Context: an optimization exercise on an open-source flow, tuned for small area. The choices shown serve that exercise and are no tape-out recipe. In this exercise RTL edits were held to simulation tests only and were not proved equivalent to the original. Power and IR drop assume default switching activity.

## aepq_engine
module aepq_engine (
    input              clk,
    input              rst,
    input              tp_ok,
    input              host_valid,
    output             host_ready,
    input      [7:0]   host_opid,
    input      [3:0]   host_len,
    input      [127:0] host_data,
    output reg         host_rsp_valid,
    output     [7:0]   host_rsp,
    input              rx_valid,
    output             rx_ready,
    input      [7:0]   rx_data,
    input              tick_valid,
    output             tick_ready,
    output             tx_valid,
    output     [7:0]   tx_data,
    input              tx_ready,
    output     [7:0]   status
);
export LEC_CHECK = 0
export CAP_MARGIN = 20
export CORE_MARGIN = 2
export CORE_UTILIZATION = 60
export SLEW_MARGIN = 20
export SYNTH_HIERARCHICAL = 1
create_clock -name core_clock -period 10.0 [get_ports {clk}]
standard.sh (not shown) runs the stock make flow with config.mk's settings and CLKGATE_MAP_FILE= SYNTH_SCRIPT=/design/flow/synth_recipe.tcl, a recipe that flattens the netlist after the stock synthesis.
==> flow/flow/run.sh <==
#!/bin/bash
# The standard layout, with two changes: ports are buffered with the smallest
# buffer, and clock tree synthesis inserts no dummy loads.
set -euo pipefail
export BUFFER_PORTS_ARGS="-buffer_cell sky130_fd_sc_hd__buf_1"
export CTS_ARGS="-sink_clustering_enable -repair_clock_nets -dont_use_dummy_load -buf_list sky130_fd_sc_hd__clkbuf_8"
bash standard.sh finish > standard_flow.log 2>&1
The starting point completed without violations.
Change:
--- a/flow/flow/run.sh
+++ b/flow/flow/run.sh
@@ -6 +6 @@
-export CTS_ARGS="-sink_clustering_enable -repair_clock_nets -dont_use_dummy_load -buf_list sky130_fd_sc_hd__clkbuf_8"
+export CTS_ARGS="-sink_clustering_enable -repair_clock_nets -dont_use_dummy_load -buf_list sky130_fd_sc_hd__clkbuf_16 -sink_clustering_size 24 -sink_clustering_max_diameter 100"
CAP_MARGIN = 5   (was 20)
CORE_UTILIZATION = 45   (was 60)
SLEW_MARGIN = 5   (was 20)
Cell area drops slightly.
Routed wire length climbs by a few percent.
Die area is higher by a quarter to a third.
Non-clock buffer count stays the same.
Power goes down by a few percent.
Change:
==> flow/run.sh (new file) <==
#!/bin/bash
# synth_recipe.tcl (not shown) runs the flow's synth.tcl, then flattens the netlist and writes it again
# the make line also repeats each setting of config.mk as NAME=value (left out here)
make -C /OpenROAD-flow-scripts/flow DESIGN_CONFIG=/design/flow/config.mk WORK_HOME=/design/flow/orfs CLKGATE_MAP_FILE= SYNTH_SCRIPT=/design/flow/synth_recipe.tcl finish
CAP_MARGIN = 20   (was 5)
CORE_UTILIZATION = 70   (was 45)
CTS_BUF_LIST = sky130_fd_sc_hd__clkbuf_4   (was default)
SLEW_MARGIN = 20   (was 5)
removed: flow/flow/run.sh
removed: flow/standard.sh
Clock power grows by 58%.
Flip-flop and latch count stays the same.
Clock skew drops by 0.019 ns.
Utilization climbs by 33 points.
Change:
==> flow/flow/run.sh (new file) <==
#!/bin/bash
# The standard layout, with two changes: ports are buffered with the smallest
# buffer, and clock tree synthesis inserts no dummy loads.
set -euo pipefail
export BUFFER_PORTS_ARGS="-buffer_cell sky130_fd_sc_hd__buf_1"
export CTS_ARGS="-sink_clustering_enable -repair_clock_nets -dont_use_dummy_load -buf_list sky130_fd_sc_hd__clkbuf_16 -sink_clustering_size 24 -sink_clustering_max_diameter 100"
bash standard.sh finish > standard_flow.log 2>&1
==> flow/standard.sh (new file) <==
#!/bin/bash
# synth_recipe.tcl (not shown) runs the flow's synth.tcl, then flattens the netlist and writes it again
# the make line also repeats each setting of config.mk as NAME=value (left out here)
make -C /OpenROAD-flow-scripts/flow DESIGN_CONFIG=/design/flow/config.mk WORK_HOME=/design/flow/orfs CLKGATE_MAP_FILE= SYNTH_SCRIPT=/design/flow/synth_recipe.tcl "${@:-finish}"
CORE_UTILIZATION = 45   (was 70)
CTS_BUF_LIST = default   (was sky130_fd_sc_hd__clkbuf_4)
removed: flow/run.sh
Outcome:
- clock power is lower by 37%
- synthesized cell count stays the same
- power is lower by 13%
Change:
--- a/flow/flow/run.sh
+++ b/flow/flow/run.sh
@@ -6 +6 @@
-export CTS_ARGS="-sink_clustering_enable -repair_clock_nets -dont_use_dummy_load -buf_list sky130_fd_sc_hd__clkbuf_16 -sink_clustering_size 24 -sink_clustering_max_diameter 100"
+export CTS_ARGS="-sink_clustering_enable -repair_clock_nets -dont_use_dummy_load -buf_list sky130_fd_sc_hd__clkbuf_8 -sink_clustering_size 12 -sink_clustering_max_diameter 100"
=> Final cell count is higher by 1.2%; wire length is higher by 1.3%; total power hardly moves; worst hold slack degrades by 0.0032 ns; worst setup slack degrades by 0.024 ns; via count is higher by 0.92%.

==> separate check: timing with driven ports <==
Ports are ideal in the flow. The routed layouts listed here were re-timed in OpenROAD. Step 1: set_driving_cell puts a clkbuf_16 on clk and a buf_2 on each other input, an assumption about the parent block. Step 2, shift: input delay + t, output delay - t, t = (earliest + latest rising clock arrival at the registers) / 2. This alone moves slack from input paths to output paths. Three values: ideal ports, drivers, drivers and shift; two values: the first two.
run | t, ns | setup WS [ns] | clock arrival spread, ns | slew at the worst register clock pin (ns)
the first run | 0.670 | 3.689 / 3.643 / 3.045 | 0.066 / 0.066 | 0.06 / 0.06
the second run | 0.653 | 3.714 / 3.665 / 3.067 | 0.116 / 0.115 | 0.10 / 0.10
the third run | 0.907 | 3.132 / 3.079 / 2.695 | 0.081 / 0.080 | 0.09 / 0.09
the fourth run | 0.654 | 3.654 / 3.589 / 3.033 | 0.114 / 0.114 | 0.10 / 0.10
the fifth run | 0.711 | 3.630 / 3.569 / 3.037 | 0.138 / 0.139 | 0.10 / 0.10
After both steps setup and hold are still met in every run listed. The setup slack of the second run, which loses most, moves by -0.049 ns with the drivers and by -0.647 ns with both steps.
